This is an optimization exercise on Yosys and OpenROAD, whose aim is a short achievable clock period, not a production implementation.
The clock port is modelled as an ideal driver, which makes a skipped or thinned clock tree look cheaper than it is; a real chip needs a root buffer or a tree.
No activity file was given, so power comes from the tool's default toggle rates.

==> flow/design.v (excerpt) <==
module ts0710_codec (
    input  wire        clk,
    input  wire        rst,           
    input  wire        compat,        
    input  wire        stat_clr,      
    input  wire        rx_valid,
    input  wire [7:0]  rx_data,
    input  wire        rx_flush,      
    output wire        rx_code_valid,
    output wire [3:0]  rx_code,
    output wire [7:0]  frm_addr,
    output wire [7:0]  frm_ctrl,
    output wire [15:0] frm_len,
    output wire [7:0]  frm_fcs,
    output wire        pay_valid,
    output wire [7:0]  pay_data,
    output wire        in_frame,
    output wire [15:0] acc_len,
    input  wire        tx_start,
    input  wire [7:0]  tx_addr,
    input  wire [7:0]  tx_ctrl,
    input  wire [15:0] tx_len,
    output wire        tx_ready,
    input  wire        tx_pl_valid,
    input  wire [7:0]  tx_pl_data,
    output wire        tx_pl_ready,
    output wire        tx_valid,
    output wire [7:0]  tx_data,
    output reg  [31:0] cnt_ok,
    output reg  [31:0] cnt_framing,
    output reg  [31:0] cnt_checksum,
    output reg  [31:0] cnt_overflow,
    output reg  [3:0]  err_flags      
);
    wire tx_len_err;
    wire ev_ok, ev_bad, ev_csum, ev_ovf;
    ts0710_rx u_rx (
        .clk        (clk),
        .rst        (rst),
        .compat     (compat),
        .flush      (rx_flush),
        .rx_valid   (rx_valid),
        .rx_data    (rx_data),
        .code_valid (rx_code_valid),
        .code       (rx_code),
        .frm_addr   (frm_addr),
        .frm_ctrl   (frm_ctrl),
        .frm_len    (frm_len),
        .frm_fcs    (frm_fcs),
        .pay_valid  (pay_valid),
        .pay_data   (pay_data),
        .in_frame   (in_frame),
        .acc_len    (acc_len),
        .ev_ok      (ev_ok),
        .ev_bad     (ev_bad),
        .ev_csum    (ev_csum),
        .ev_ovf     (ev_ovf)
    );
    ts0710_tx u_tx (
        .clk         (clk),
        .rst         (rst),
        .tx_start    (tx_start),
        .tx_addr     (tx_addr),
        .tx_ctrl     (tx_ctrl),
        .tx_len      (tx_len),
        .tx_ready    (tx_ready),
        .tx_pl_valid (tx_pl_valid),
        .tx_pl_data  (tx_pl_data),
        .tx_pl_ready (tx_pl_ready),
        .tx_valid    (tx_valid),
  ...
For scale: about 2,600 cells after synthesis, ~600 flip-flops, roughly 270 I/O pins, ~26,000 um^2 of cells after synthesis.
==> flow/config.mk <==
export PLATFORM = sky130hd
export DESIGN_NAME = ts0710_codec
export DESIGN_NICKNAME = ts0710_codec
export VERILOG_FILES = /design/flow/design.v
export SDC_FILE = /design/flow/constraint.sdc
export NUM_CORES = 4
export LEC_CHECK = 0
export ABC_CLOCK_PERIOD_IN_PS = 1000
export CAP_MARGIN = 20
export CORE_MARGIN = 2
export CORE_UTILIZATION = 40
export SETUP_SLACK_MARGIN = 3.6
export SLEW_MARGIN = 20
export SYNTH_HIERARCHICAL = 1
export SYNTH_MINIMUM_KEEP_SIZE = 0
export TNS_END_PERCENT = 100
==> flow/constraint.sdc <==
create_clock -name core_clock -period 5.5 [get_ports {clk}]
set_input_delay 1.1000 -clock core_clock [delete_from_list [all_inputs] [get_ports {clk}]]
set_output_delay 1.1000 -clock core_clock [all_outputs]
set_load 0.01 [all_outputs]
standard.sh (not shown) runs the stock make flow with config.mk's settings and CLKGATE_MAP_FILE= SYNTH_SCRIPT=/design/flow/synth_recipe.tcl, a recipe that flattens the netlist after the stock synthesis.
==> flow/flow/run.sh <==
#!/bin/bash
# Layout flow: the standard ORFS flow, with the clock tree built by
# flow/cts_tree.tcl (a balanced tree of two inverting stages) in place of TritonCTS.
set -euo pipefail
here=$(pwd)
export PRE_CTS_TCL="$here/flow/cts_tree.tcl"
bash standard.sh > "$here/standard_flow.log" 2>&1
==> flow/flow/cts_tree.tcl <==
# Sourced by ORFS's cts.tcl before clock_tree_synthesis (PRE_CTS_TCL).
# Replaces TritonCTS with a balanced two-stage clock tree: the clock port
# feeds a few root inverters, one per group of sinks, and each root
# inverter feeds leaf inverters that each drive a tight cluster of
# flip-flops. Every flip-flop sees the same two inverting stages, so the
# clock keeps its sense.

set ::ct_root_cell sky130_fd_sc_hd__clkinv_16
set ::ct_leaf_cell sky130_fd_sc_hd__clkinv_8
set ::ct_roots 4
set ::ct_leaf_size 16

proc ct_kmeans { pts k iters } {
  # pts: list of {x y item}; returns a list of k lists of points
  set n [llength $pts]
  if { $k >= $n } {
    set out {}
    foreach p $pts { lappend out [list $p] }
    return $out
  }
  # seed centres with points spread along the sorted x+y order
  set sorted [lsort -real -index 0 [lmap p $pts { list [expr {[lindex $p 0] + [lindex $p 1]}] $p }]]
  set cs {}
  for { set i 0 } { $i < $k } { incr i } {
    set p [lindex [lindex $sorted [expr {int(($i + 0.5) * $n / $k)}]] 1]
    lappend cs [list [lindex $p 0] [lindex $p 1]]
  }
  # cap on cluster size so no leaf is overloaded
  set cap [expr {int(ceil(double($n) / $k * 1.15))}]
  for { set it 0 } { $it < $iters } { incr it } {
    # assign points, nearest centre first, respecting the cap
    set pairs {}
    set pi 0
    foreach p $pts {
      set ci 0
      foreach c $cs {
        set d [expr {abs([lindex $p 0] - [lindex $c 0]) + abs([lindex $p 1] - [lindex $c 1])}]
        lappend pairs [list $d $pi $ci]
        incr ci
      }
      incr pi
    }
    set pairs [lsort -real -index 0 $pairs]
    set assigned [lrepeat $n -1]
    set counts [lrepeat $k 0]
    foreach pr $pairs {
      lassign $pr d pi ci
      if { [lindex $assigned $pi] >= 0 } { continue }
      if { [lindex $counts $ci] >= $cap } { continue }
      lset assigned $pi $ci
      lset counts $ci [expr {[lindex $counts $ci] + 1}]
    }
    set groups [lrepeat $k {}]
    set pi 0
    foreach p $pts {
      set ci [lindex $assigned $pi]
      lset groups $ci [concat [lindex $groups $ci] [list $p]]
      incr pi
    }
    set ncs {}
    set ci 0
    foreach g $groups {
      if { [llength $g] == 0 } {
        lappend ncs [lindex $cs $ci]
      } else {
        set sx 0.0; set sy 0.0
        foreach p $g { set sx [expr {$sx + [lindex $p 0]}]; set sy [expr {$sy + [lindex $p 1]}] }
        lappend ncs [list [expr {$sx / [llength $g]}] [expr {$sy / [llength $g]}]]
      }
      incr ci
    }
    set cs $ncs
  }
  set out {}
  foreach g $groups { if { [llength $g] > 0 } { lappend out $g } }
  return $out
}

proc ct_centre { g } {
  set sx 0.0; set sy 0.0
  foreach p $g { set sx [expr {$sx + [lindex $p 0]}]; set sy [expr {$sy + [lindex $p 1]}] }
  return [list [expr {int($sx / [llength $g])}] [expr {int($sy / [llength $g])}]]
}

proc ct_place_buf { block master name xy } {
  set inst [odb::dbInst_create $block $master $name]
  # keep the buffer inside the core
  set core [$block getCoreArea]
  set x [expr {max([$core xMin], min([lindex $xy 0], [$core xMax] - [$master getWidth]))}]
  set y [expr {max([$core yMin], min([lindex $xy 1], [$core yMax] - [$master getHeight]))}]
  $inst setLocation $x $y
  $inst setPlacementStatus PLACED
  return $inst
}

proc ct_build {} {
  set db [ord::get_db]
  set block [ord::get_db_block]
  set rmaster [$db findMaster $::ct_root_cell]
  set lmaster [$db findMaster $::ct_leaf_cell]
  set clk_port [$block findBTerm clk]
  set clk_net [$clk_port getNet]

  # sinks: every instance pin on the clock net
  set pts {}
  foreach it [$clk_net getITerms] {
    set inst [$it getInst]
    set loc [$inst getLocation]
    lappend pts [list [lindex $loc 0] [lindex $loc 1] $it]
  }
  set nsinks [llength $pts]
  puts "ct: $nsinks sinks"

  set groups [ct_kmeans $pts $::ct_roots 30]
  set ri 0
  foreach g $groups {
    set nleaf [expr {int(ceil(double([llength $g]) / $::ct_leaf_size))}]
    set leaves [ct_kmeans $g $nleaf 30]
    set root [ct_place_buf $block $rmaster "ctroot_$ri" [ct_centre $g]]
    set rnet [odb::dbNet_create $block "ct_rootnet_$ri"]
    $rnet setSigType CLOCK
    [$root findITerm Y] connect $rnet
    [$root findITerm A] connect $clk_net
    set li 0
    foreach lg $leaves {
      set leaf [ct_place_buf $block $lmaster "ctleaf_${ri}_$li" [ct_centre $lg]]
      set lnet [odb::dbNet_create $block "ct_leafnet_${ri}_$li"]
      $lnet setSigType CLOCK
      [$leaf findITerm A] connect $rnet
      [$leaf findITerm Y] connect $lnet
      foreach p $lg {
        set it [lindex $p 2]
        $it disconnect
        $it connect $lnet
      }
      puts "ct: root $ri leaf $li drives [llength $lg] sinks"
      incr li
    }
    incr ri
  }
  $clk_net setSigType CLOCK
}

if { [info commands ct_orig_cts] eq "" } {
  rename clock_tree_synthesis ct_orig_cts
}
proc clock_tree_synthesis { args } {
  puts "ct: custom two-stage clock tree instead of clock_tree_synthesis $args"
  ct_build
}
Then changed:
--- a/flow/flow/run.sh
+++ b/flow/flow/run.sh
@@ -3 +3 @@
-# flow/cts_tree.tcl (a balanced tree of two inverting stages) in place of TritonCTS.
+# flow/cts_tree.tcl (a balanced two-stage buffer tree) in place of TritonCTS.
--- a/flow/flow/cts_tree.tcl
+++ b/flow/flow/cts_tree.tcl
@@ -3,4 +3,3 @@
-# feeds a few root inverters, one per group of sinks, and each root
-# inverter feeds leaf inverters that each drive a tight cluster of
-# flip-flops. Every flip-flop sees the same two inverting stages, so the
-# clock keeps its sense.
+# feeds a few root buffers, one per group of sinks, and each root buffer
+# feeds leaf buffers that each drive a tight cluster of flip-flops. Every
+# flip-flop sees the same number of buffer stages.
@@ -8,2 +7 @@
-set ::ct_root_cell sky130_fd_sc_hd__clkinv_16
-set ::ct_leaf_cell sky130_fd_sc_hd__clkinv_8
+set ::ct_buf   sky130_fd_sc_hd__clkbuf_16
@@ -99,2 +97 @@
-  set rmaster [$db findMaster $::ct_root_cell]
-  set lmaster [$db findMaster $::ct_leaf_cell]
+  set master [$db findMaster $::ct_buf]
@@ -119 +116 @@
-    set root [ct_place_buf $block $rmaster "ctroot_$ri" [ct_centre $g]]
+    set root [ct_place_buf $block $master "ctroot_$ri" [ct_centre $g]]
@@ -122 +119 @@
-    [$root findITerm Y] connect $rnet
+    [$root findITerm X] connect $rnet
@@ -126 +123 @@
-      set leaf [ct_place_buf $block $lmaster "ctleaf_${ri}_$li" [ct_centre $lg]]
+      set leaf [ct_place_buf $block $master "ctleaf_${ri}_$li" [ct_centre $lg]]
@@ -130 +127 @@
-      [$leaf findITerm Y] connect $lnet
+      [$leaf findITerm X] connect $lnet
- The new run completed with no timing, DRC or antenna violations
- power rises by 9.6%
- sequential share of layout area drops by 0.97 points
- die area stays the same
- combinational power rises by about 4%
- flip-flop and latch count does not change
- synthesized area stays the same
- worst setup slack is better by 120 ps
- via count hardly moves
- hold slack gains 9.2 ps
No functional check of the RTL was part of any run of this note. In every run of this note, the design's own scripts or RTL, not TritonCTS, make the clock network.

* * *

ts0710_codec, a different RTL version from the one above (not shown whole).
Size in the first run: roughly 2,500 cells after synthesis, ~600 flip-flops, roughly 270 I/O pins, about 0.025 mm^2 of cells after synthesis.
Design ts0710_codec, start of the top module:
module ts0710_codec (
    input  wire        clk,
    input  wire        rst,           
    input  wire        compat,        
    input  wire        stat_clr,      
    input  wire        rx_valid,
    input  wire [7:0]  rx_data,
    input  wire        rx_flush,      
    output wire        rx_code_valid,
    output wire [3:0]  rx_code,
    output wire [7:0]  frm_addr,
    output wire [7:0]  frm_ctrl,
    output wire [15:0] frm_len,
    output wire [7:0]  frm_fcs,
    output wire        pay_valid,
    output wire [7:0]  pay_data,
    output wire        in_frame,
    output wire [15:0] acc_len,
    input  wire        tx_start,
    input  wire [7:0]  tx_addr,
    input  wire [7:0]  tx_ctrl,
    input  wire [15:0] tx_len,
    output wire        tx_ready,
    input  wire        tx_pl_valid,
    input  wire [7:0]  tx_pl_data,
    output wire        tx_pl_ready,
    output wire        tx_valid,
    output wire [7:0]  tx_data,
    output reg  [31:0] cnt_ok,
    output reg  [31:0] cnt_framing,
    output reg  [31:0] cnt_checksum,
    output reg  [31:0] cnt_overflow,
    output reg  [3:0]  err_flags      
);
    wire tx_len_err;
    wire ev_ok, ev_bad, ev_csum, ev_ovf;
    ts0710_rx u_rx (
        .clk        (clk),
        .rst        (rst),
        .compat     (compat),
        .flush      (rx_flush),
        .rx_valid   (rx_valid),
        .rx_data    (rx_data),
        .code_valid (rx_code_valid),
        .code       (rx_code),
        .frm_addr   (frm_addr),
        .frm_ctrl   (frm_ctrl),
        .frm_len    (frm_len),
        .frm_fcs    (frm_fcs),
        .pay_valid  (pay_valid),
        .pay_data   (pay_data),
        .in_frame   (in_frame),
        .acc_len    (acc_len),
        .ev_ok      (ev_ok),
        .ev_bad     (ev_bad),
        .ev_csum    (ev_csum),
        .ev_ovf     (ev_ovf)
    );
    ts0710_tx u_tx (
  ...
export LEC_CHECK = 0
export ABC_CLOCK_PERIOD_IN_PS = 1000
export CAP_MARGIN = 20
export CORE_MARGIN = 2
export CORE_UTILIZATION = 40
export SETUP_SLACK_MARGIN = 3.6
export SLEW_MARGIN = 20
export SYNTH_HIERARCHICAL = 1
export SYNTH_MINIMUM_KEEP_SIZE = 0
export TNS_END_PERCENT = 100
create_clock -name core_clock -period 5.5 [get_ports {clk}]
==> flow/flow/run.sh <==
#!/bin/bash
# Layout flow: the standard ORFS flow, with the clock tree built by
# flow/cts_tree.tcl (a balanced tree of two inverting stages) in place of TritonCTS.
set -euo pipefail
here=$(pwd)
export PRE_CTS_TCL="$here/flow/cts_tree.tcl"
bash standard.sh > "$here/standard_flow.log" 2>&1
==> flow/flow/cts_tree.tcl <==
# Sourced by ORFS's cts.tcl before clock_tree_synthesis (PRE_CTS_TCL).
# Replaces TritonCTS with a balanced two-stage clock tree: the clock port
# feeds a few root inverters, one per group of sinks, and each root
# inverter feeds leaf inverters that each drive a tight cluster of
# flip-flops. Every flip-flop sees the same two inverting stages, so the
# clock keeps its sense.

set ::ct_root_cell sky130_fd_sc_hd__clkinv_16
set ::ct_leaf_cell sky130_fd_sc_hd__clkinv_8
set ::ct_roots 4
set ::ct_leaf_size 16

proc ct_kmeans { pts k iters } {
  # pts: list of {x y item}; returns a list of k lists of points
  set n [llength $pts]
  if { $k >= $n } {
    set out {}
    foreach p $pts { lappend out [list $p] }
    return $out
  }
  # seed centres with points spread along the sorted x+y order
  set sorted [lsort -real -index 0 [lmap p $pts { list [expr {[lindex $p 0] + [lindex $p 1]}] $p }]]
  set cs {}
  for { set i 0 } { $i < $k } { incr i } {
    set p [lindex [lindex $sorted [expr {int(($i + 0.5) * $n / $k)}]] 1]
    lappend cs [list [lindex $p 0] [lindex $p 1]]
  }
  # cap on cluster size so no leaf is overloaded
  set cap [expr {int(ceil(double($n) / $k * 1.15))}]
  for { set it 0 } { $it < $iters } { incr it } {
    # assign points, nearest centre first, respecting the cap
    set pairs {}
    set pi 0
    foreach p $pts {
      set ci 0
      foreach c $cs {
        set d [expr {abs([lindex $p 0] - [lindex $c 0]) + abs([lindex $p 1] - [lindex $c 1])}]
        lappend pairs [list $d $pi $ci]
        incr ci
      }
      incr pi
    }
    set pairs [lsort -real -index 0 $pairs]
    set assigned [lrepeat $n -1]
    set counts [lrepeat $k 0]
    foreach pr $pairs {
      lassign $pr d pi ci
      if { [lindex $assigned $pi] >= 0 } { continue }
      if { [lindex $counts $ci] >= $cap } { continue }
      lset assigned $pi $ci
      lset counts $ci [expr {[lindex $counts $ci] + 1}]
    }
    set groups [lrepeat $k {}]
    set pi 0
    foreach p $pts {
      set ci [lindex $assigned $pi]
      lset groups $ci [concat [lindex $groups $ci] [list $p]]
      incr pi
    }
    set ncs {}
    set ci 0
    foreach g $groups {
      if { [llength $g] == 0 } {
        lappend ncs [lindex $cs $ci]
      } else {
        set sx 0.0; set sy 0.0
        foreach p $g { set sx [expr {$sx + [lindex $p 0]}]; set sy [expr {$sy + [lindex $p 1]}] }
        lappend ncs [list [expr {$sx / [llength $g]}] [expr {$sy / [llength $g]}]]
      }
      incr ci
    }
    set cs $ncs
  }
  set out {}
  foreach g $groups { if { [llength $g] > 0 } { lappend out $g } }
  return $out
}

proc ct_centre { g } {
  set sx 0.0; set sy 0.0
  foreach p $g { set sx [expr {$sx + [lindex $p 0]}]; set sy [expr {$sy + [lindex $p 1]}] }
  return [list [expr {int($sx / [llength $g])}] [expr {int($sy / [llength $g])}]]
}

proc ct_place_buf { block master name xy } {
  set inst [odb::dbInst_create $block $master $name]
  # keep the buffer inside the core
  set core [$block getCoreArea]
  set x [expr {max([$core xMin], min([lindex $xy 0], [$core xMax] - [$master getWidth]))}]
  set y [expr {max([$core yMin], min([lindex $xy 1], [$core yMax] - [$master getHeight]))}]
  $inst setLocation $x $y
  $inst setPlacementStatus PLACED
  return $inst
}

proc ct_build {} {
  set db [ord::get_db]
  set block [ord::get_db_block]
  set rmaster [$db findMaster $::ct_root_cell]
  set lmaster [$db findMaster $::ct_leaf_cell]
  set clk_port [$block findBTerm clk]
  set clk_net [$clk_port getNet]

  # sinks: every instance pin on the clock net
  set pts {}
  foreach it [$clk_net getITerms] {
    set inst [$it getInst]
    set loc [$inst getLocation]
    lappend pts [list [lindex $loc 0] [lindex $loc 1] $it]
  }
  set nsinks [llength $pts]
  puts "ct: $nsinks sinks"

  set groups [ct_kmeans $pts $::ct_roots 30]
  set ri 0
  foreach g $groups {
    set nleaf [expr {int(ceil(double([llength $g]) / $::ct_leaf_size))}]
    set leaves [ct_kmeans $g $nleaf 30]
    set root [ct_place_buf $block $rmaster "ctroot_$ri" [ct_centre $g]]
    set rnet [odb::dbNet_create $block "ct_rootnet_$ri"]
    $rnet setSigType CLOCK
    [$root findITerm Y] connect $rnet
    [$root findITerm A] connect $clk_net
    set li 0
    foreach lg $leaves {
      set leaf [ct_place_buf $block $lmaster "ctleaf_${ri}_$li" [ct_centre $lg]]
      set lnet [odb::dbNet_create $block "ct_leafnet_${ri}_$li"]
      $lnet setSigType CLOCK
      [$leaf findITerm A] connect $rnet
      [$leaf findITerm Y] connect $lnet
      foreach p $lg {
        set it [lindex $p 2]
        $it disconnect
        $it connect $lnet
      }
      puts "ct: root $ri leaf $li drives [llength $lg] sinks"
      incr li
    }
    incr ri
  }
  $clk_net setSigType CLOCK
}

if { [info commands ct_orig_cts] eq "" } {
  rename clock_tree_synthesis ct_orig_cts
}
proc clock_tree_synthesis { args } {
  puts "ct: custom two-stage clock tree instead of clock_tree_synthesis $args"
  ct_build
}
Rerun with:
==> flow/flow/run.sh (replaced) <==
#!/bin/bash
# Layout flow: the standard ORFS flow, with the clock tree built by
# flow/cts_tree.tcl (a balanced two-stage buffer tree) in place of TritonCTS.
set -euo pipefail
here=$(pwd)
export PRE_CTS_TCL="$here/flow/cts_tree.tcl"
bash standard.sh > "$here/standard_flow.log" 2>&1
--- a/flow/flow/cts_tree.tcl
+++ b/flow/flow/cts_tree.tcl
@@ -1,11 +1,9 @@
 # Sourced by ORFS's cts.tcl before clock_tree_synthesis (PRE_CTS_TCL).
 # Replaces TritonCTS with a balanced two-stage clock tree: the clock port
-# feeds a few root inverters, one per group of sinks, and each root
-# inverter feeds leaf inverters that each drive a tight cluster of
-# flip-flops. Every flip-flop sees the same two inverting stages, so the
-# clock keeps its sense.
+# feeds a few root buffers, one per group of sinks, and each root buffer
+# feeds leaf buffers that each drive a tight cluster of flip-flops. Every
+# flip-flop sees the same number of buffer stages.
 
-set ::ct_root_cell sky130_fd_sc_hd__clkinv_16
-set ::ct_leaf_cell sky130_fd_sc_hd__clkinv_8
+set ::ct_buf   sky130_fd_sc_hd__clkbuf_16
 set ::ct_roots 4
 set ::ct_leaf_size 16
@@ -97,6 +95,5 @@
   set db [ord::get_db]
   set block [ord::get_db_block]
-  set rmaster [$db findMaster $::ct_root_cell]
-  set lmaster [$db findMaster $::ct_leaf_cell]
+  set master [$db findMaster $::ct_buf]
   set clk_port [$block findBTerm clk]
   set clk_net [$clk_port getNet]
@@ -117,16 +114,16 @@
     set nleaf [expr {int(ceil(double([llength $g]) / $::ct_leaf_size))}]
     set leaves [ct_kmeans $g $nleaf 30]
-    set root [ct_place_buf $block $rmaster "ctroot_$ri" [ct_centre $g]]
+    set root [ct_place_buf $block $master "ctroot_$ri" [ct_centre $g]]
     set rnet [odb::dbNet_create $block "ct_rootnet_$ri"]
     $rnet setSigType CLOCK
-    [$root findITerm Y] connect $rnet
+    [$root findITerm X] connect $rnet
     [$root findITerm A] connect $clk_net
     set li 0
     foreach lg $leaves {
-      set leaf [ct_place_buf $block $lmaster "ctleaf_${ri}_$li" [ct_centre $lg]]
+      set leaf [ct_place_buf $block $master "ctleaf_${ri}_$li" [ct_centre $lg]]
       set lnet [odb::dbNet_create $block "ct_leafnet_${ri}_$li"]
       $lnet setSigType CLOCK
       [$leaf findITerm A] connect $rnet
-      [$leaf findITerm Y] connect $lnet
+      [$leaf findITerm X] connect $lnet
       foreach p $lg {
         set it [lindex $p 2]
Result:
- die area stays the same
- sequential power hardly moves
- routed wire length hardly moves
- synthesized area does not change
- design area is higher by 3.2%
No run of this note included a check of the RTL's function; only the layout flow was run. No run of this note takes its clock network from TritonCTS; it comes from the design's own scripts or RTL.

==> what the ideal ports hide <==
Ports are ideal in the flow. The routed layouts listed here were re-timed in OpenROAD.
Step 1 (the two cells are an assumption about what drives the block):
set clk [get_ports {clk}]
set_driving_cell -lib_cell sky130_fd_sc_hd__clkbuf_16 $clk
set_driving_cell -lib_cell sky130_fd_sc_hd__buf_2 [delete_from_list [all_inputs] $clk]
Step 2 also shifts input and output timing later by t, the mid clock arrival at the registers, as if the neighbouring blocks saw the same clock.
a / b / c = ideal / step 1 / step 2; a / b = the first two.
| run | t, ns | setup WS [ns] | worst setup path after step 2 | pins driven straight from the clock port |
|---|---|---|---|---|
| the first run of note 1 | 0.529 | 3.375 / 3.352 / 2.954 | input to register | 4 |
| the second run of note 1 | 0.512 | 3.492 / 3.398 / 2.974 | input to register | 4 |
| the first run of note 2 | 0.525 | 3.316 / 3.354 / 2.975 | input to register | 4 |
| the second run of note 2 | 0.516 | 3.443 / 3.376 / 2.978 | input to register | 4 |
After both steps every run listed still meets setup and hold. For the second run of note 1, which loses most, drivers alone change the setup slack by -0.094 ns; drivers and shift together by -0.518 ns.
